What follows belongs to an exercise in optimizing a design on an open flow for small area; a production flow would make more cautious choices.
Function was checked by simulation only, so behaviour that the tests miss may differ from the original.
Power figures rest on the tool's default switching activity, not on a simulated workload.

File: flow/config.mk
export PLATFORM = sky130hd
export DESIGN_NAME = elo_frame_decoder
export DESIGN_NICKNAME = elo_frame_decoder
export VERILOG_FILES = /design/flow/design.v
export SDC_FILE = /design/flow/constraint.sdc
export NUM_CORES = 4
export LEC_CHECK = 0
export CAP_MARGIN = 20
export CORE_MARGIN = 2
export CORE_UTILIZATION = 40
export PLACE_DENSITY = 0.6
export SLEW_MARGIN = 20
File: flow/design.v
module elo_frame_decoder (
    input  wire        clk,
    input  wire        rst,                 
    input  wire        cfg_edge_triggered,  
    input  wire        in_valid,
    input  wire [7:0]  in_data,
    output wire        evt_valid,
    output wire        evt_touch,
    output wire [15:0] evt_x,
    output wire [15:0] evt_y,
    output wire [15:0] evt_z,
    output wire [7:0]  evt_status,
    output wire [1:0]  diag_kind,
    output wire [7:0]  diag_expected,
    output wire [7:0]  diag_received
);
    reg [3:0]  cnt;          
    reg [55:0] sh_n;         
    reg        type_ok;      
    reg [7:0]  acc;          
    reg        arm;          
    reg        val;          
    wire is_idle  = (cnt == 4'd0);
    wire is_final = (cnt == 4'd9);
    wire step     = !rst && in_valid;
    wire is_lead  = (in_data == 8'h55);
    wire chk_ok   = (in_data == acc);
    wire [7:0] st_n = sh_n[55:48];
    wire       touch = ~(st_n[0] & st_n[1]);
    wire op_desync  = step && is_idle && !is_lead;
    wire op_final   = step && is_final;
    wire op_chkfail = op_final && !chk_ok;
    wire op_emit    = op_final && chk_ok && type_ok && !(arm && (touch == val));
    assign evt_valid     = op_emit;
    assign evt_touch     = op_emit & touch;
    assign evt_status    = {8{op_emit}} & ~st_n;
    assign evt_x         = {16{op_emit}} & ~{sh_n[39:32], sh_n[47:40]};
    assign evt_y         = {16{op_emit}} & ~{sh_n[23:16], sh_n[31:24]};
    assign evt_z         = {16{op_emit}} & ~{sh_n[7:0],   sh_n[15:8]};
    assign diag_kind     = {op_chkfail, op_desync};
    assign diag_expected = ({8{op_chkfail}} & acc) | ({8{op_desync}} & 8'h55);
    assign diag_received = {8{op_chkfail | op_desync}} & in_data;
    always @(posedge clk) begin
        if (in_valid)
            sh_n <= {sh_n[47:0], ~in_data};
    end
    always @(posedge clk) begin
        if (is_idle)
            acc <= 8'hFF;
        else if (in_valid)
            acc <= acc + in_data;
    end
    always @(posedge clk) begin
        if (in_valid && cnt == 4'd1)
            type_ok <= (in_data == 8'h54);
    end
    always @(posedge clk) begin
        if (rst) begin
            cnt <= 4'd0;
            arm <= 1'b0;
            val <= cfg_edge_triggered;
        end else begin
            if (in_valid) begin
                if (is_idle)
                    cnt <= is_lead ? 4'd1 : 4'd0;
                else if (is_final)
                    cnt <= 4'd0;
                else
                    cnt <= cnt + 4'd1;
            end
            if (op_emit) begin
                arm <= arm | val;
                val <= (arm | val) & touch;
            end
        end
    end
endmodule
File: flow/constraint.sdc
create_clock -name core_clock -period 10.0 [get_ports {clk}]
set_input_delay 2.0000 -clock core_clock [delete_from_list [all_inputs] [get_ports {clk}]]
set_output_delay 2.0000 -clock core_clock [all_outputs]
set_load 0.01 [all_outputs]
File: flow/run.sh
#!/bin/bash
# synth_recipe.tcl (not shown) runs the flow's synth.tcl, then flattens the netlist and writes it again
# the make line also repeats each setting of config.mk as NAME=value (left out here)
make -C /OpenROAD-flow-scripts/flow DESIGN_CONFIG=/design/flow/config.mk WORK_HOME=/design/flow/orfs CLKGATE_MAP_FILE= SYNTH_SCRIPT=/design/flow/synth_recipe.tcl finish
==> results.json, run 1 <==
{
  "grt_pass1_wl_um": 10400,
  "swShare_pct": 22.8,
  "ant_nets": 0,
  "synth_common_cells": "58 x edfxtp_1, 48 x nor2_1, 17 x nand2_1",
  "final.setup_skew_ns": 0.00826,
  "antenna_cells": 0,
  "vdd_drop_max_v": 0.0000653,
  "nNetsFinal": 380,
  "whs_ns": 0.453,
  "place_inst": 448,
  "tightest_slew_ns": 0.869,
  "cp-end-kind": "output pin",
  "cts_resized": 0,
  "yosysMostFrequentCell": "edfxtp_1",
  "postSynthAreaPerCell_um2": 12.1,
  "pwr-share-clk_pct": 38.2,
  "dp_hpwl_um": 4450,
  "synth_enable_flop_cells": 58,
  "synth_area_um2": 3270,
  "die_x_um": 94.4,
  "synth.distinct_cells": 43,
  "status": "timing/DRC/antenna clean",
  "switchingPower_w": 0.000149,
  "die-area_um2": 8920,
  "ios": 88,
  "drt_iter0_drc": 119,
  "synthArstFlopShare_pct": 0,
  "port_buffers": 87,
  "grt_pass1_vias": 2178,
  "relSlewSlack_pct": 42.1,
  "holdBufCountCts": 0,
  "synthesis.nets": 293,
  "hold_viol": 0,
  "post_drt_via_cell_ratio": 4.71,
  "stdcell_count": 464,
  "num_vias": 2184,
  "critPathRequiredTime_ns": 8.00,
  "clock_sinks": 71,
  "drv_slew": 0,
  "first_pass_iters": 4,
  "max_freq_mhz": 143,
  "power_frac_comb_pct": 8.3,
  "crit_fanout": 59,
  "clk_path_buf_depth": 2,
  "drcViolationCount": 0,
  "ys_seq_area_share_pct": 61.2,
  "wire_per_inst_um": 13.8,
  "drv_cap": 0,
  "path_class": "in -> out",
  "setup_viol": 0,
  "pwr-share-seq_pct": 53.5,
  "track_usage_pct": 15.1,
  "power_density_nw_per_um2": 148,
  "post_cts_buffers": 0,
  "cts_htree_levels": 3,
  "synthCells": 270,
  "min_period_ns": 7.02,
  "ys_warn_count": 1,
  "yosysTopAreaCellShare_pct": 53.3,
  "internal_power_w": 0.000504,
  "synth_area_leaders": "edfxtp_1 53%, dfxtp_1 8.0%, nor2_1 5.5%, ha_1 3.8%, nor2_4 3.4%",
  "cts_tree": "built",
  "rsz0062_at_grt": "false",
  "finalSetupTns_ns": 0,
  "cp-start-kind": "primary input",
  "drt-total-wl_um": 6410,
  "cts_made_buffers": 9,
  "ys.flop_type": "edfxtp_1",
  "grt_max_degree": 72,
  "synth_top_area_cell": "edfxtp_1",
  "grt_overflow_total": 0,
  "clk_pin_slew_ns": 0.08,
  "antenna_found_initial": 0,
  "ys_ff_latch": 71,
  "worstPathArrival_ns": 5.02,
  "r2r_setup_slack_ns": 7.60,
  "drive_above_1_share_pct": 12.7,
  "clk_latency_ns": 0.34,
  "routabilityCongestion": 0.795,
  "p_leak_nw": 1.63,
  "start_util_pct": 41.9,
  "root_buffer": "clkbuf_8",
  "rows": 32,
  "hold_class": "reg -> reg",
  "coreArea_um2": 7810,
  "finalCritPeriodShare_pct": 70.2,
  "dieHeight_um": 94.4,
  "syn_to_final_growth_pct": 35.0
}
==> worst max-delay path: stages <==
cell and delay (ns):
clkdlybuf4s50_1 0.50, ha_1 0.40, nor3_1 0.29, nand3_1 0.17, nor3_2 0.28, nand2_4 0.47
nor2_1 0.31, clkdlybuf4s50_1 0.58
==> flip-flops by register name, summed over array words and instances (netlist names) <==
signal	count
val	1
acc	8
type_ok	1
sh_n	56
arm	1
cnt	4
==> power by group through the flow <==
stage	Sequential [W]	Combinational [W]	Clock, W
after detailed placement	0.000357	0.0000543	0
final	0.000350	0.0000543	0.000250
after CTS	0.000350	0.0000548	0.000253
after global routing	0.000352	0.0000607	0.000267
after floorplan	0.000354	0.0000327	0
after global placement	0.000356	0.0000538	0
==> cells in the final DEF, fill, tap and decap left out, types with 2 or more instances in the layout <==
cell              n
edfxtp_1         58
nor2_1           48
xor2_1            4
a21o_1            7
clkbuf_8          9
nand3_1           3
mux2i_1           4
and2_1           13
nor2_4           10
o21ai_0          11
bufinv_16         2
buf_4             2
inv_1            15
a211oi_1          2
nor3_1            3
ha_1             10
nor2_2            9
xnor2_1           5
clkdlybuf4s50_1  86
dfxtp_1          13
clkinv_2          2
a21oi_1           5
nand2_1          17
==> routing by layer <==
layer	track usage (%)	share of wire, %	up-vias
met4	5.80	1.1	0
li1	-	-	1099
met3	3.35	6.9	8
met1	20.0	48	1004
met2	24.4	44	73
met5	0	0	-
==> final timing paths <==
check,cells past startpoint,to,start
setup / recovery,8,evt_y[6],in_data[6]
hold / removal,0,sh_n[36],sh_n[28]
setup reg to reg,6,val,acc[5]
hold reg to reg,0,sh_n[36],sh_n[28]
==> cells by family after synthesis <==
kind of cell    after synthesis  share of synthesized area (%)
compound gates               30                           6.43
xor+xnor                      9                           2.41
fa+ha+maj                    11                           4.44
buf+inv                      28                           4.48
flops                        71                           61.2
mux                           4                           1.22
simple gates                117                           19.8
==> cell type report <==
cell class              instances  area, um2
flip-flops and latches         71       2000
repair buffers                 88        876
clock buffers                   9        124
multi-input cells             171       1130
clock inverters                 7       95.1
well taps                     102        128
fillers                       690       3390
inverters                      16       62.6
==> metrics by stage <==
| step | power, W | setup WS, ns | utilization, % | cell area [um2] |
|---|---|---|---|---|
| floorplan | 0.000387 | 4.57 | - | 3270 |
| CTS | 0.000658 | 2.99 | 56.5 | 4410 |
| finish | 0.000654 | 2.98 | 56.5 | 4410 |
| global placement | 0.000410 | 3.03 | 53.7 | 4200 |
| global route | 0.000680 | 2.77 | 56.5 | 4410 |
| detailed placement | 0.000411 | 2.98 | 53.7 | 4200 |
==> run 2, diff against run 1 <==
==> flow/flow/run.sh (new file) <==
#!/bin/bash
# Own layout flow: the standard synthesis, its combinational logic re-mapped
# for area (flip-flops untouched), then the standard ORFS layout with the
# port buffers made of the smallest buffer cell.
set -euo pipefail
W=$PWD
R=$W/orfs/results/$FLOW_PLATFORM/elo_frame_decoder/base
YOSYS=$FLOW_HOME/../tools/install/yosys/bin/yosys

bash standard.sh synth > $W/log_1_std_synth.log 2>&1
cp $R/1_2_yosys.v $W/std_1_2_yosys.v

LIBERTY=$FLOW_HOME/platforms/$FLOW_PLATFORM/lib/sky130_fd_sc_hd__tt_025C_1v80.lib \
NETLIST_IN=$W/std_1_2_yosys.v NETLIST_OUT=$W/resynth.v TOP=$FLOW_TOP \
ABC_SCRIPT=$W/flow/area.abc \
  $YOSYS -c $W/flow/resynth.tcl > $W/log_2_resynth.log 2>&1

cp $W/resynth.v $R/1_2_yosys.v
rm -f $R/1_synth.odb $R/1_synth.sdc
bash standard.sh synth > $W/log_3_synth_odb.log 2>&1
bash standard.sh "BUFFER_PORTS_ARGS=-buffer_cell sky130_fd_sc_hd__buf_1" finish > $W/log_4_finish.log 2>&1
==> flow/flow/area.abc (new file) <==
strash
dch
map -a
topo
==> flow/flow/resynth.tcl (new file) <==
# Re-map the combinational logic of the standard synthesis netlist for area.
# Every flip-flop instance keeps its name and its cell; only the logic between
# them is re-mapped (ABC, area-oriented script), with the platform's
# don't-use cells excluded.
set lib $::env(LIBERTY)
set fh [open $lib r]
set dont_use {}
foreach line [split [read $fh] "\n"] {
  if { [regexp {^\s*cell\s*\(\s*"?(sky130_fd_sc_hd__\w+)"?\s*\)} $line -> c] } {
    if { [regexp {lpflow|probe} $c] } { lappend dont_use -dont_use $c }
  }
}
close $fh
yosys read_liberty -ignore_miss_func $lib
yosys read_verilog -defer $::env(NETLIST_IN)
yosys hierarchy -top $::env(TOP)
# sequential cells and tie cells stay as they are
foreach m {dfxtp_1 dfxtp_2 dfxtp_4 edfxtp_1 dfrtp_1 dfstp_1 sdfxtp_1 conb_1} {
  yosys blackbox sky130_fd_sc_hd__$m
}
yosys flatten
yosys opt_clean
yosys abc -liberty $lib {*}$dont_use -script $::env(ABC_SCRIPT)
yosys opt_clean
yosys hilomap -singleton -hicell sky130_fd_sc_hd__conb_1 HI -locell sky130_fd_sc_hd__conb_1 LO
yosys splitnets
yosys opt_clean
yosys rename -hide w:*.*
yosys opt_clean
yosys stat -liberty $lib
yosys write_verilog -noattr -noexpr -nohex -nodec $::env(NETLIST_OUT)
==> flow/standard.sh (new file) <==
#!/bin/bash
# synth_recipe.tcl (not shown) runs the flow's synth.tcl, then flattens the netlist and writes it again
# the make line also repeats each setting of config.mk as NAME=value (left out here)
make -C /OpenROAD-flow-scripts/flow DESIGN_CONFIG=/design/flow/config.mk WORK_HOME=/design/flow/orfs CLKGATE_MAP_FILE= SYNTH_SCRIPT=/design/flow/synth_recipe.tcl "${@:-finish}"
removed: flow/run.sh
==> run 2 against run 1 <==
  * Non-clock buffer count rose by 1
  * Via count rose by 5.9%
  * Area after synthesis fell by 11%
  * Final cell count rose by 5.2%
  * Hold slack got worse by 0.0013 ns
  * Synthesized cell count rose by 5.2%
  * Routed wire length fell by 7.1%
  * Register-to-register slack improved by 0.03 ns
  * Still clean
  * Critical path depth rose by 4
  * Clock skew fell by 0.0038 ns
  * Die area fell by 11%
==> results.json, run 2 <==
{
  "synthCells": 284,
  "largestRegisters": "sh_n: 56 flops, acc: 8 flops, cnt: 4 flops",
  "synthesis.nets": 296,
  "drt_iter0_drc": 123,
  "crit_top_cell": "nor2_1",
  "nNetsFinal": 396,
  "synth_area_um2": 2910,
  "grt_overflow_total": 0,
  "status": "timing/DRC/antenna clean",
  "path_class": "in -> out",
  "cts_tree": "built",
  "cts_resized": 0,
  "die-area_um2": 7980,
  "critPathRequiredTime_ns": 8.00,
  "swShare_pct": 22.1,
  "rsz0062_at_grt": "false",
  "grt_pass1_wl_um": 8970,
  "n_fill_cell": 677,
  "track_usage_pct": 15.1,
  "clk_path_buf_depth": 2,
  "cts_htree_levels": 3,
  "antenna_cells": 0,
  "final_common_cell": "nor2_1",
  "grt_use_met3_pct": 3.05,
  "first_pass_iters": 4,
  "hold_viol": 0,
  "clk_latency_ns": 0.34,
  "dieHeight_um": 89.3,
  "min_period_ns": 6.99,
  "cp-start-kind": "primary input",
  "ant_nets": 0,
  "power_density_nw_per_um2": 183,
  "drv_slew": 0,
  "num_vias": 2313,
  "fin_total_pwr_w": 0.000663,
  "hold_class": "reg -> reg",
  "tightest_slew_ns": 0.814,
  "vdd_drop_max_v": 0.0000693,
  "final_cell_mix": "105 x nor2_1, 86 x buf_1, 58 x edfxtp_1",
  "met2_usage_pct": 23.0,
  "slowest_delay_ns": 0.63,
  "postSynthAreaPerCell_um2": 10.3,
  "largest_reg_flops": 56,
  "met1_usage_pct": 20.7,
  "start_util_pct": 40.8,
  "pwr-share-clk_pct": 41.6,
  "finalCritPeriodShare_pct": 69.9,
  "syn_to_final_growth_pct": 24.6,
  "regMostFlops": "sh_n",
  "clk_pin_slew_ns": 0.08,
  "holdBufCountCts": 0,
  "finalSetupTns_ns": 0,
  "relSlewSlack_pct": 45.7,
  "switchingPower_w": 0.000146,
  "final.setup_skew_ns": 0.00451,
  "rows": 31,
  "setup_viol": 0,
  "drt-total-wl_um": 5950,
  "crit_fanout": 68,
  "antenna_found_initial": 0,
  "drv_cap": 0,
  "worstPathCellList": "buf_2 -> buf_4 -> clkinv_1 -> nor2_1 -> clkinv_1 -> nor2_1 -> nand3_1 -> nor2_1 -> clkinv_1 -> buf_4 -> nor2_1 -> buf_1",
  "root_buffer": "clkbuf_8",
  "pwr-share-seq_pct": 52.5,
  "drcViolationCount": 0,
  "max_freq_mhz": 143,
  "ys_warn_count": 1,
  "grt_most_used_layer": "met2",
  "post_cts_buffers": 0,
  "internal_power_w": 0.000517,
  "drive_above_1_share_pct": 4.88,
  "grt_max_degree": 69,
  "ios": 88,
  "place_inst": 472,
  "die_x_um": 89.3,
  "cp-end-kind": "output pin",
  "grt_pass1_vias": 1902,
  "slowest_stage": "buf_4",
  "port_buffers": 87,
  "dp_hpwl_um": 4240,
  "coreArea_um2": 7140,
  "wire_per_inst_um": 12.2,
  "cts_made_buffers": 9,
  "post_drt_via_cell_ratio": 4.74,
  "routabilityCongestion": 0.854,
  "p_leak_nw": 1.30,
  "stdcell_count": 488,
  "power_frac_comb_pct": 5.8,
  "worstPathArrival_ns": 4.99,
  "clock_sinks": 71
}
run 2: worst paths after layout:
kind	startpoint	end	slack (ns)	cells after the start
min reg2reg	sh_n[21]	sh_n[29]	0.45	0
min	sh_n[21]	sh_n[29]	0.45	0
max reg2reg	acc[6]	val	7.63	10
max	in_valid	evt_z[3]	3.01	12
run 2: through the flow:
step | area [um2] | utilization [%] | setup WS [ns] | hold slack [ns]
final | 3630 | 50.8 | 3.01 | 0.451
after global routing | 3630 | 50.8 | 2.59 | 0.462
after CTS | 3620 | 50.7 | 2.94 | 0.449
after detailed placement | 3380 | 47.3 | 2.95 | 0.433
after global placement | 3380 | 47.3 | 3.04 | 0.429
after floorplan | 2910 | - | 3.72 | 0.427
run 2: metal layers:
layer	share of wire (%)	vias to the layer above	routed length, um
li1	-	1167	-
met1	48	1049	2830
met2	45	87	2670
met3	5.8	10	348
met4	1.7	0	104
met5	0	-	0
run 2: layout make-up:
class                   instances  area [um2]  area share (%)
clock inverters                 7         119            3.28
multi-input cells             176         777            21.4
well taps                      99         124            3.41
inverters                      37         139            3.83
repair buffers                 89         343            9.45
flip-flops and latches         71        2000            55.2
clock buffers                   9         124            3.41
run 2: critical path: cells and delay by family:
family,cells,cell delay (ns)
buffers and inverters,7,2.26
and+or+nand+nor,5,0.71
run 2: power by group through the flow:
| stage | sequential [W] | combinational [W] | clock (W) |
|---|---|---|---|
| 2_1_floorplan | 0.000352 | 0.0000231 | 0 |
| 3_3_place_gp | 0.000354 | 0.0000381 | 0 |
| 3_5_place_dp | 0.000355 | 0.0000385 | 0 |
| 4_1_cts | 0.000348 | 0.0000387 | 0.000283 |
| 5_1_grt | 0.000350 | 0.0000440 | 0.000296 |
| 6_report | 0.000348 | 0.0000386 | 0.000276 |
==> run 3, diff against run 2 <==
--- a/flow/flow/run.sh
+++ b/flow/flow/run.sh
@@ -18,4 +18,6 @@
 cp $W/resynth.v $R/1_2_yosys.v
 rm -f $R/1_synth.odb $R/1_synth.sdc
 bash standard.sh synth > $W/log_3_synth_odb.log 2>&1
-bash standard.sh "BUFFER_PORTS_ARGS=-buffer_cell sky130_fd_sc_hd__buf_1" finish > $W/log_4_finish.log 2>&1
+# extra make settings for the layout, one per line
+mapfile -t EXTRA < <(grep -v '^#' $W/flow/layout.args | sed '/^$/d')
+bash standard.sh "${EXTRA[@]}" finish > $W/log_4_finish.log 2>&1
==> flow/flow/layout.args (new file) <==
# port buffers of the smallest buffer cell
BUFFER_PORTS_ARGS=-buffer_cell sky130_fd_sc_hd__buf_1
# clock tree: no dummy loads, small buffers
CTS_ARGS=-sink_clustering_enable -repair_clock_nets -dont_use_dummy_load -buf_list sky130_fd_sc_hd__clkbuf_4
==> run 3 against run 2 <==
  * Critical endpoint unchanged
  * Clock skew grew 0.021 ns
  * Largest cell class unchanged
  * Design area shrank 4.8%
  * Critical path depth is the same
==> results.json, run 3 <==
{
  "ios": 88,
  "finalSetupTns_ns": 0,
  "tightest_slew_ns": 0.824,
  "dp_hpwl_um": 4240,
  "cts_resized": 0,
  "power_frac_comb_pct": 7.6,
  "cp-start-kind": "primary input",
  "synthCells": 284,
  "post_cts_buffers": 0,
  "final.setup_skew_ns": 0.0257,
  "antenna_found_initial": 0,
  "relSlewSlack_pct": 45.0,
  "grt_overflow_total": 0,
  "critical_path_buf_inv_count": 7,
  "antenna_cells": 0,
  "wire_per_inst_um": 12.5,
  "die-area_um2": 7980,
  "hold_class": "reg -> reg",
  "die_x_um": 89.3,
  "synth_area_um2": 2910,
  "clk_path_buf_depth": 2,
  "drv_slew": 0,
  "regMostFlops": "sh_n",
  "path_class": "in -> out",
  "coreArea_um2": 7140,
  "rows": 31,
  "nNetsFinal": 396,
  "drt_iter0_drc": 102,
  "clock_sinks": 71,
  "vdd_drop_max_v": 0.0000563,
  "start_util_pct": 40.8,
  "drcViolationCount": 0,
  "routabilityCongestion": 0.854,
  "power_density_nw_per_um2": 148,
  "grt_pass1_vias": 1907,
  "pwr-share-seq_pct": 68.2,
  "swShare_pct": 23.2,
  "rsz0062_at_grt": "false",
  "setup_viol": 0,
  "drt-total-wl_um": 6000,
  "largestRegisters": "sh_n: 56 flops, acc: 8 flops, cnt: 4 flops",
  "worstPathCellList": "buf_2 -> buf_4 -> clkinv_1 -> nor2_1 -> clkinv_1 -> nor2_1 -> nand3_1 -> nor2_1 -> clkinv_1 -> buf_4 -> nor2_1 -> buf_1",
  "finalCritPeriodShare_pct": 70.2,
  "num_vias": 2295,
  "drv_cap": 0,
  "final_common_cell": "nor2_1",
  "min_period_ns": 7.02,
  "cp_top_family": "buffers and inverters",
  "internal_power_w": 0.000392,
  "post_drt_via_cell_ratio": 4.77,
  "p_leak_nw": 1.23,
  "slowest_stage": "buf_4",
  "port_buffers": 87,
  "slowest_delay_ns": 0.62,
  "clk_pin_slew_ns": 0.12,
  "hold_viol": 0,
  "largest_reg_flops": 56,
  "crit_fanout": 68,
  "cts_made_buffers": 9,
  "postLayoutCoreUtil_pct": 48.4,
  "worstPathArrival_ns": 5.02,
  "cp-end-kind": "output pin",
  "first_pass_iters": 4,
  "max_freq_mhz": 142,
  "pwr-share-clk_pct": 24.2,
  "status": "timing/DRC/antenna clean",
  "clk_latency_ns": 0.40,
  "ant_nets": 0,
  "dieHeight_um": 89.3,
  "grt_max_degree": 69,
  "crit_top_cell": "nor2_1",
  "critPathRequiredTime_ns": 8.00,
  "syn_to_final_growth_pct": 18.6,
  "final_cell_mix": "105 x nor2_1, 86 x buf_1, 58 x edfxtp_1",
  "synthesis.nets": 296,
  "cts_htree_levels": 3,
  "ys_warn_count": 1,
  "holdBufCountCts": 0,
  "switchingPower_w": 0.000119,
  "track_usage_pct": 15.2,
  "cts_tree": "built",
  "drive_above_1_share_pct": 3.40,
  "root_buffer": "clkbuf_4",
  "postSynthAreaPerCell_um2": 10.3,
  "grt_pass1_wl_um": 9010
}
run 3: path summary, 6_finish.rpt:
kind	startpoint	to	slack, ns	cells past startpoint
min	sh_n[21]	sh_n[29]	0.43	0
max reg2reg	acc[6]	val	7.61	10
min reg2reg	sh_n[21]	sh_n[29]	0.43	0
max	in_valid	evt_z[3]	2.98	12
run 3: cell type report:
| class | count | area [um2] |
|---|---|---|
| fill | 703 | 3680 |
| sequential | 71 | 2000 |
| multi-input combinational | 176 | 777 |
| timing repair buffer | 89 | 343 |
| inverter | 37 | 139 |
| tap | 99 | 124 |
| clock buffer | 9 | 67.6 |
run 3: power by group through the flow:
stage / logic (W) / registers (W) / clock network [W]
finish: 0.0000387 / 0.000348 / 0.000124
global route: 0.0000441 / 0.000350 / 0.000143
CTS: 0.0000389 / 0.000348 / 0.000132
detailed placement: 0.0000385 / 0.000355 / 0
global placement: 0.0000381 / 0.000354 / 0
floorplan: 0.0000231 / 0.000352 / 0
run 3: stage by stage:
stage               hold WS [ns]  instance area [um2]  worst slack, ns  power (W)  instances
CTS                        0.432                 3450             2.94   0.000519        481
finish                     0.434                 3450             2.98   0.000510        481
global placement           0.429                 3380             3.04   0.000392        472
detailed placement         0.433                 3380             2.95   0.000393        472
global route               0.453                 3450             2.59   0.000538        481
floorplan                  0.427                 2910             3.72   0.000375        284
run 3: per-layer routing:
metal  track usage, %  vias up  wire (um)
met2             23.2       82       2760
met5                0        -          0
met1             20.7     1038       2860
met3             3.05        8        321
met4             7.33        0         53
li1                 -     1167          -
==> run 4, diff against run 3 <==
--- a/flow/design.v
+++ b/flow/design.v
@@ -17,20 +17,27 @@
     reg [3:0]  cnt;          
     reg [55:0] sh_n;         
     reg        type_ok;      
-    reg [7:0]  acc;          
+    reg [7:0]  nacc;         
     reg        arm;          
     reg        val;          
+    wire [7:0] inb = ~(in_data & {8{in_valid}});
+    wire [7:0] in_g = ~inb;
     wire is_idle  = (cnt == 4'd0);
-    wire is_final = (cnt == 4'd9);
+    wire is_final = cnt[3] & cnt[0];           
+    wire is_one   = (cnt == 4'd1);
     wire step     = !rst && in_valid;
-    wire is_lead  = (in_data == 8'h55);
-    wire chk_ok   = (in_data == acc);
+    wire hi7      = (in_data[7:1] == 7'b0101010);
+    wire is_lead  = hi7 & in_data[0];
+    wire [7:0] x  = nacc ^ in_g;               
+    wire       chk_ok = &x;                    
+    wire [7:0] sum = ~nacc + in_g;
     wire [7:0] st_n = sh_n[55:48];
     wire       touch = ~(st_n[0] & st_n[1]);
     wire op_desync  = step && is_idle && !is_lead;
     wire op_final   = step && is_final;
     wire op_chkfail = op_final && !chk_ok;
     wire op_emit    = op_final && chk_ok && type_ok && !(arm && (touch == val));
+    wire op_diag    = op_desync | op_chkfail;
     assign evt_valid     = op_emit;
     assign evt_touch     = op_emit & touch;
     assign evt_status    = {8{op_emit}} & ~st_n;
@@ -38,21 +45,18 @@
     assign evt_y         = {16{op_emit}} & ~{sh_n[23:16], sh_n[31:24]};
     assign evt_z         = {16{op_emit}} & ~{sh_n[7:0],   sh_n[15:8]};
     assign diag_kind     = {op_chkfail, op_desync};
-    assign diag_expected = ({8{op_chkfail}} & acc) | ({8{op_desync}} & 8'h55);
-    assign diag_received = {8{op_chkfail | op_desync}} & in_data;
+    assign diag_expected = ({8{op_chkfail}} & ~nacc) | ({8{op_desync}} & 8'h55);
+    assign diag_received = {8{op_diag}} & in_g;
     always @(posedge clk) begin
         if (in_valid)
-            sh_n <= {sh_n[47:0], ~in_data};
+            sh_n <= {sh_n[47:0], inb};
     end
     always @(posedge clk) begin
-        if (is_idle)
-            acc <= 8'hFF;
-        else if (in_valid)
-            acc <= acc + in_data;
+        nacc <= is_idle ? 8'h00 : ~sum;
     end
     always @(posedge clk) begin
-        if (in_valid && cnt == 4'd1)
-            type_ok <= (in_data == 8'h54);
+        if (in_valid && is_one)
+            type_ok <= hi7 & ~in_data[0];
     end
     always @(posedge clk) begin
         if (rst) begin
@@ -62,7 +66,7 @@
         end else begin
             if (in_valid) begin
                 if (is_idle)
-                    cnt <= is_lead ? 4'd1 : 4'd0;
+                    cnt <= {3'd0, is_lead};
                 else if (is_final)
                     cnt <= 4'd0;
                 else
==> flow/flow/run.sh (replaced) <==
#!/bin/bash
# Own layout flow: the standard synthesis, its combinational logic re-mapped
# for area (flip-flops untouched, proved equivalent), then the standard ORFS
# layout with the settings in flow/layout.args.
set -euo pipefail
W=$PWD
R=$W/orfs/results/$FLOW_PLATFORM/elo_frame_decoder/base
YOSYS=$FLOW_HOME/../tools/install/yosys/bin/yosys
export LIBERTY=$FLOW_HOME/platforms/$FLOW_PLATFORM/lib/sky130_fd_sc_hd__tt_025C_1v80.lib
export TOP=$FLOW_TOP

bash standard.sh synth > $W/log_1_std_synth.log 2>&1
cp $R/1_2_yosys.v $W/std_1_2_yosys.v

# re-map with each ABC script in flow/, keep the smallest proven netlist
best=$W/std_1_2_yosys.v
best_area=$(sed -n "s/.*Chip area for module.*: //p" $W/orfs/reports/$FLOW_PLATFORM/elo_frame_decoder/base/synth_stat.txt | tail -1)
best_area=${best_area:-1000000000}
echo "standard synthesis: $best_area" > $W/resynth_summary.txt
for s in $W/flow/area*.abc; do
  n=$(basename $s .abc)
  if NETLIST_IN=$W/std_1_2_yosys.v NETLIST_OUT=$W/resynth_$n.v ABC_SCRIPT=$s \
       $YOSYS -c $W/flow/resynth.tcl > $W/log_2_resynth_$n.log 2>&1 &&
     GOLD=$W/std_1_2_yosys.v GATE=$W/resynth_$n.v \
       $YOSYS -c $W/flow/eqcheck.tcl > $W/log_2_eqcheck_$n.log 2>&1; then
    a=$(sed -n 's/.*Chip area for module.*: //p' $W/log_2_resynth_$n.log | tail -1)
    echo "$n: $a (proved)" >> $W/resynth_summary.txt
    if awk -v a="$a" -v b="$best_area" 'BEGIN{exit !(a < b)}'; then
      best=$W/resynth_$n.v; best_area=$a
    fi
  else
    echo "$n: failed" >> $W/resynth_summary.txt
  fi
done
echo "using $best" >> $W/resynth_summary.txt

cp $best $R/1_2_yosys.v
rm -f $R/1_synth.odb $R/1_synth.sdc
bash standard.sh synth > $W/log_3_synth_odb.log 2>&1
# extra make settings for the layout, one per line
mapfile -t EXTRA < <(grep -v '^#' $W/flow/layout.args | sed '/^$/d')
bash standard.sh "${EXTRA[@]}" finish > $W/log_4_finish.log 2>&1
==> flow/flow/area1.abc (new file) <==
strash
&get -n
&deepsyn -T 30
&put
dch -f
amap
topo
==> flow/flow/area2.abc (new file) <==
strash
dch -f
amap
topo
==> flow/flow/area3.abc (new file) <==
strash
dch
map -a
topo
==> flow/flow/eqcheck.tcl (new file) <==
# Prove that the re-mapped netlist does what the standard synthesis netlist
# does: same registers (paired by name), equivalent logic.
set lib $::env(LIBERTY)
yosys read_liberty -ignore_miss_func $lib
yosys read_verilog $::env(GOLD)
yosys rename $::env(TOP) gold
yosys read_verilog $::env(GATE)
yosys rename $::env(TOP) gate
yosys hierarchy -check
yosys flatten gold gate
yosys opt_clean
yosys equiv_make gold gate equiv
yosys equiv_simple -seq 2
yosys equiv_induct
yosys equiv_status -assert
removed: flow/flow/area.abc
==> run 4 against run 3 <==
  * Still clean
  * Clock power hardly changed
  * Sequential power shrank 1%
  * Hold slack worse by 0.015 ns
  * Final cell count down 13%
  * Combinational power down 34%
  * Register-to-register slack got worse by 0.14 ns
  * Critical path type unchanged
  * Largest cell class unchanged
==> results.json, run 4 <==
{
  "status": "timing/DRC/antenna clean",
  "worstPathCellList": "buf_2 -> nand2_1 -> o21ai_0 -> nor4bb_1 -> nand4b_1 -> nor2_1 -> clkinv_1 -> buf_4 -> nor2_1 -> buf_1",
  "antenna_found_initial": 0,
  "final_common_cell": "nor2_1",
  "post_drt_via_cell_ratio": 4.93,
  "die_x_um": 86.9,
  "critical_path_buf_inv_count": 4,
  "synthCells": 242,
  "ant_nets": 0,
  "cts_htree_levels": 3,
  "holdBufCountCts": 0,
  "drive_above_1_share_pct": 3.53,
  "multi_input_area_um2": 698,
  "ys_warn_count": 1,
  "dp_hpwl_um": 3920,
  "clock_sinks": 71,
  "grt_max_degree": 43,
  "grt_overflow_total": 0,
  "finalCritPeriodShare_pct": 71.2,
  "num_vias": 2070,
  "first_pass_iters": 4,
  "regArea_um2": 2000,
  "synthesis.nets": 254,
  "ios": 88,
  "drt_iter0_drc": 123,
  "antenna_cells": 0,
  "root_buffer": "clkbuf_4",
  "die-area_um2": 7550,
  "p_leak_nw": 1.15,
  "cp-start-kind": "primary input",
  "coreArea_um2": 6720,
  "nNetsFinal": 354,
  "hold_class": "reg -> reg",
  "cts_resized": 0,
  "syn_to_final_growth_pct": 18.6,
  "cp-end-kind": "output pin",
  "finalSetupTns_ns": 0,
  "slowest_stage": "clkinv_1",
  "grt_pass1_wl_um": 8360,
  "crit_fanout": 32,
  "relSlewSlack_pct": 54.0,
  "crit_top_cell": "nor2_1",
  "drv_cap": 0,
  "track_usage_pct": 14.7,
  "setup_viol": 0,
  "clk_path_buf_depth": 2,
  "grt_pass1_vias": 1757,
  "drv_slew": 0,
  "min_period_ns": 7.12,
  "stdcell_count": 420,
  "final_cell_mix": "95 x nor2_1, 86 x buf_1, 58 x edfxtp_1",
  "hold_viol": 0,
  "power_density_nw_per_um2": 151,
  "n_fill_cell": 653,
  "clk_pin_slew_ns": 0.12,
  "regMostFlops": "sh_n",
  "critPathRequiredTime_ns": 8.00,
  "clk_latency_ns": 0.40,
  "routabilityCongestion": 0.816,
  "largestRegisters": "sh_n: 56 flops, nacc: 8 flops, cnt: 4 flops",
  "rsz0062_at_grt": "false",
  "largest_reg_flops": 56,
  "drcViolationCount": 0,
  "postSynthAreaPerCell_um2": 11.4,
  "max_freq_mhz": 140,
  "path_class": "in -> out",
  "vdd_drop_max_v": 0.0000459,
  "cts_made_buffers": 9,
  "place_inst": 411,
  "cts_tree": "built",
  "wire_per_inst_um": 13.2,
  "port_buffers": 87,
  "worstPathArrival_ns": 5.12,
  "final.setup_skew_ns": 0.0346,
  "rows": 30,
  "tightest_slew_ns": 0.686,
  "post_cts_buffers": 0,
  "drt-total-wl_um": 5550,
  "cp_top_family": "buffers and inverters",
  "slowest_delay_ns": 0.57,
  "start_util_pct": 40.9,
  "dieHeight_um": 86.9,
  "synth_area_um2": 2750
}
[run 4: routing by layer]
metal | GRT usage, % | vias to the layer above | wire length [um]
li1 | - | 1042 | -
met1 | 20.2 | 943 | 2580
met2 | 21.1 | 83 | 2510
met3 | 4.74 | 2 | 437
met4 | 6.82 | 0 | 24
met5 | 0 | - | 0
[run 4: power by group]
group | switching [W] | leakage [nW] | total, W | internal (W)
logic | 0.0000181 | 0.438 | 0.0000254 | 0.00000732
clock network | 0.0000824 | 0.0414 | 0.000124 | 0.0000419
registers | 0.00000688 | 0.672 | 0.000344 | 0.000337
[run 4: worst register-to-register path: stages, from the launching register on]
cell and delay [ns]:
dfxtp_1 0.35, o21ai_0 0.28, nor4bb_1 0.43, nand4b_1 0.18
nor2_1 0.17, clkinv_1 0.57, nand2_1 0.26
[run 4: final timing paths]
| kind | cells past startpoint | slack [ns] | endpoint | startpoint |
|---|---|---|---|---|
| worst max-delay path | 10 | 2.88 | evt_y[6] | in_valid |
| worst max register to register | 6 | 7.47 | val | nacc[5] |
| worst min register to register | 0 | 0.42 | sh_n[22] | sh_n[14] |
| worst min-delay path | 0 | 0.42 | sh_n[22] | sh_n[14] |
[run 4: cell type report]
class / count / area share, %
sequential: 71 / 61.4
multi-input combinational: 158 / 21.4
timing repair buffer: 89 / 10.5
tap: 80 / 3.07
clock buffer: 9 / 2.07
inverter: 13 / 1.50
[run 4: through the flow]
stage | hold slack, ns | setup WS, ns | instance area (um2) | utilization (%) | power, W
4_1_cts | 0.421 | 2.82 | 3260 | 48.5 | 0.000499
3_3_place_gp | 0.429 | 2.98 | 3190 | 47.5 | 0.000375
6_report | 0.419 | 2.88 | 3260 | 48.5 | 0.000493
5_1_grt | 0.438 | 2.42 | 3260 | 48.5 | 0.000516
3_5_place_dp | 0.433 | 2.83 | 3190 | 47.5 | 0.000376
2_1_floorplan | 0.427 | 3.62 | 2750 | - | 0.000361
==> run 5, diff against run 4 <==
==> flow/design.v (replaced) <==
module elo_frame_decoder (
    input  wire        clk,
    input  wire        rst,                 
    input  wire        cfg_edge_triggered,  
    input  wire        in_valid,
    input  wire [7:0]  in_data,
    output wire        evt_valid,
    output wire        evt_touch,
    output wire [15:0] evt_x,
    output wire [15:0] evt_y,
    output wire [15:0] evt_z,
    output wire [7:0]  evt_status,
    output wire [1:0]  diag_kind,
    output wire [7:0]  diag_expected,
    output wire [7:0]  diag_received
);
    reg [3:0]  cnt;          
    reg [55:0] sh_n;         
    reg        type_ok;      
    reg [7:0]  nacc;         
    reg        arm;          
    reg        val;          
    wire [7:0] acc = ~nacc;
    wire is_idle  = (cnt == 4'd0);
    wire is_final = (cnt == 4'd9);
    wire step     = !rst && in_valid;
    wire is_lead  = (in_data == 8'h55);
    wire chk_ok   = (in_data == acc);
    wire [7:0] st_n = sh_n[55:48];
    wire       touch = ~(st_n[0] & st_n[1]);
    wire op_desync  = step && is_idle && !is_lead;
    wire op_final   = step && is_final;
    wire op_chkfail = op_final && !chk_ok;
    wire op_emit    = op_final && chk_ok && type_ok && !(arm && (touch == val));
    assign evt_valid     = op_emit;
    assign evt_touch     = op_emit & touch;
    assign evt_status    = {8{op_emit}} & ~st_n;
    assign evt_x         = {16{op_emit}} & ~{sh_n[39:32], sh_n[47:40]};
    assign evt_y         = {16{op_emit}} & ~{sh_n[23:16], sh_n[31:24]};
    assign evt_z         = {16{op_emit}} & ~{sh_n[7:0],   sh_n[15:8]};
    assign diag_kind     = {op_chkfail, op_desync};
    assign diag_expected = ({8{op_chkfail}} & acc) | ({8{op_desync}} & 8'h55);
    assign diag_received = {8{op_chkfail | op_desync}} & in_data;
    always @(posedge clk) begin
        if (in_valid)
            sh_n <= {sh_n[47:0], ~in_data};
    end
    always @(posedge clk) begin
        if (is_idle)
            nacc <= 8'h00;
        else if (in_valid)
            nacc <= ~(acc + in_data);
    end
    always @(posedge clk) begin
        if (in_valid && cnt == 4'd1)
            type_ok <= (in_data == 8'h54);
    end
    reg [3:0] cnt_inc;       
    always @(*) begin
        case (cnt)
            4'd0: cnt_inc = 4'd1;
            4'd1: cnt_inc = 4'd2;
            4'd2: cnt_inc = 4'd3;
            4'd3: cnt_inc = 4'd4;
            4'd4: cnt_inc = 4'd5;
            4'd5: cnt_inc = 4'd6;
            4'd6: cnt_inc = 4'd7;
            4'd7: cnt_inc = 4'd8;
            4'd8: cnt_inc = 4'd9;
            4'd9: cnt_inc = 4'd0;
            default: cnt_inc = 4'd0;
        endcase
    end
    always @(posedge clk) begin
        if (rst) begin
            cnt <= 4'd0;
            arm <= 1'b0;
            val <= cfg_edge_triggered;
        end else begin
            if (in_valid) begin
                if (!is_idle || is_lead)
                    cnt <= cnt_inc;
            end
            if (op_emit) begin
                arm <= arm | val;
                val <= (arm | val) & touch;
            end
        end
    end
endmodule
==> run 5 against run 4 <==
  * Still clean on timing, DRC and antenna
  * Critical endpoint is now evt_y[13]
  * Non-clock buffer count increased by 1
  * Synthesized cell count increased by 4.1%
  * Area after synthesis increased by 2.5%
==> results.json, run 5 <==
{
  "status": "timing/DRC/antenna clean",
  "coreArea_um2": 6790,
  "r2r_end": "nacc[7]",
  "wire_per_inst_um": 12.4,
  "crit_fanout": 65,
  "drv_cap": 0,
  "cp-end-kind": "output pin",
  "place_inst": 438,
  "wl_met3_um": 444,
  "syn_to_final_growth_pct": 19.1,
  "critPathRequiredTime_ns": 8.00,
  "top_layer_used": "met4",
  "routabilityCongestion": 0.876,
  "max_freq_mhz": 138,
  "root_buffer": "clkbuf_4",
  "final_common_cell": "nor2_1",
  "die_x_um": 87.9,
  "cp-start-kind": "primary input",
  "pre_cts_slack_ns": 2.77,
  "cts_resized": 0,
  "grt_max_degree": 66,
  "clk_path_buf_depth": 2,
  "post_drt_via_cell_ratio": 4.72,
  "drt-total-wl_um": 5550,
  "grt_pass1_wl_um": 8510,
  "r2r_setup_slack_ns": 7.54,
  "start_util_pct": 41.5,
  "final_cell_mix": "100 x nor2_1, 86 x buf_1, 58 x edfxtp_1",
  "relSlewSlack_pct": 47.4,
  "largest_reg_flops": 56,
  "setup_viol": 0,
  "clk_pin_slew_ns": 0.09,
  "met1Wirelength_um": 2640,
  "p_leak_nw": 1.15,
  "finalSetupTns_ns": 0,
  "synthesis.nets": 264,
  "r2r_cells": 14,
  "ant_nets": 0,
  "drt_iter0_drc": 134,
  "regMostFlops": "sh_n",
  "vdd_drop_max_v": 0.0000606,
  "timing.rr.start": "nacc[0]",
  "clock_sinks": 71,
  "min_to": "sh_n[21]",
  "nNetsFinal": 365,
  "first_pass_iters": 4,
  "post_cts_buffers": 0,
  "track_usage_pct": 14.7,
  "dp_hpwl_um": 3850,
  "synth_area_um2": 2820,
  "rsz0062_at_grt": "false",
  "wl_met2_um": 2400,
  "worstPathArrival_ns": 5.23,
  "worst_hold_startpoint": "sh_n[13]",
  "holdBufCountCts": 0,
  "grt_overflow_total": 0,
  "hold_viol": 0,
  "final.setup_skew_ns": 0.0232,
  "grt_pass1_vias": 1810,
  "path_class": "in -> out",
  "fin_ws_ns": 2.77,
  "stdcell_count": 447,
  "dieHeight_um": 87.9,
  "drive_above_1_share_pct": 3.70,
  "drv_slew": 0,
  "drcViolationCount": 0,
  "antenna_found_initial": 0,
  "port_buffers": 87,
  "cts_tree": "built",
  "num_vias": 2110,
  "power_density_nw_per_um2": 146,
  "min_period_ns": 7.23,
  "antenna_cells": 0,
  "clk_latency_ns": 0.38,
  "cts_htree_levels": 3,
  "die-area_um2": 7730,
  "ys_warn_count": 1,
  "tightest_slew_ns": 0.789,
  "hold_class": "reg -> reg",
  "finalCritPeriodShare_pct": 72.3,
  "largestRegisters": "sh_n: 56 flops, nacc: 8 flops, cnt: 4 flops",
  "hold_depth": 0,
  "cts_made_buffers": 9,
  "rows": 30,
  "synthCells": 252,
  "postSynthAreaPerCell_um2": 11.2,
  "ios": 88
}
## run 5: final cells by class
| cell class | count | area [um2] |
|---|---|---|
| fillers | 619 | 3440 |
| flip-flops and latches | 71 | 2000 |
| multi-input cells | 161 | 739 |
| repair buffers | 90 | 350 |
| well taps | 96 | 120 |
| inverters | 20 | 75.1 |
| clock buffers | 9 | 67.6 |
## run 5: layer usage
metal  vias to the layer above  track usage, %
li1                       1091               -
met5                         -               0
met1                       926            20.8
met3                         6            3.58
met4                         0            7.69
met2                        87            20.9
## run 5: through the flow
step	util, %	area [um2]	hold WS, ns	total power [W]
global placement	48.4	3290	0.431	0.000374
finish	49.4	3350	0.435	0.000491
floorplan	-	2820	0.427	0.000361
CTS	49.4	3350	0.435	0.000497
global route	49.4	3350	0.443	0.000514
detailed placement	48.4	3290	0.432	0.000375
## run 5: worst max path at each step
| stage | start | endpoint | slack, ns | depth (start not counted) |
|---|---|---|---|---|
| 2_1_floorplan | in_valid | evt_status[0] | 3.33 | 10 |
| 3_3_place_gp | in_valid | evt_z[11] | 2.86 | 14 |
| 3_5_place_dp | in_valid | evt_z[11] | 2.77 | 14 |
| 4_1_cts | in_valid | evt_z[11] | 2.75 | 14 |
| 5_1_grt | in_valid | evt_z[11] | 2.42 | 14 |
| 6_report | in_valid | evt_y[13] | 2.77 | 14 |
## run 5: report_power, final
group / switching, W / leakage (nW) / internal (W)
clock: 0.0000810 / 0.0414 / 0.0000419
combinational: 0.0000182 / 0.436 / 0.00000677
sequential: 0.00000668 / 0.674 / 0.000337
total: 0.000106 / 1.15 / 0.000385
## run 5: worst max-delay path, cell delays in order
cell	delay, ns
buf_2	0.07
buf_4	0.61
clkinv_1	0.47
nor2_1	0.35
nand2_1	0.12
nor2_1	0.13
o21ai_0	0.10
or2_0	0.23
nand4b_1	0.20
nor2_1	0.17
clkinv_1	0.07
buf_4	0.28
nor2_1	0.19
buf_1	0.18

static timing again, ports no longer ideal:
In the flow no input, the clock included, has a driving cell. The finished layouts below were timed again as built, in two steps.
Step 1 sets driving cells, clkbuf_16 on the clock port and buf_2 on the other inputs (assumed; they add their load-dependent delay and slew).
Step 2 adds t to the input delays and takes it off the output delays; t is the mean of the earliest and latest rising clock arrival at the registers after step 1. Input paths then give back, and output paths get back, about the clock's delay inside the block.
a / b / c = no drivers / after step 1 / after step 2; a / b = the first two.
| run | t, ns | setup WS [ns] | worst data-port slew with drivers (ns) |
|---|---|---|---|
| run 1 | 0.363 | 2.985 / 2.960 / 2.960 | 0.05 |
| run 2 | 0.363 | 3.014 / 2.992 / 2.992 | 0.03 |
| run 3 | 0.408 | 2.977 / 2.956 / 2.956 | 0.03 |
| run 4 | 0.408 | 2.877 / 2.848 / 2.848 | 0.03 |
| run 5 | 0.401 | 2.773 / 2.752 / 2.752 | 0.03 |
After both steps setup and hold are still met in every run listed. The setup slack of run 4, which loses most, moves by -0.029 ns with the drivers and by -0.029 ns with both steps.
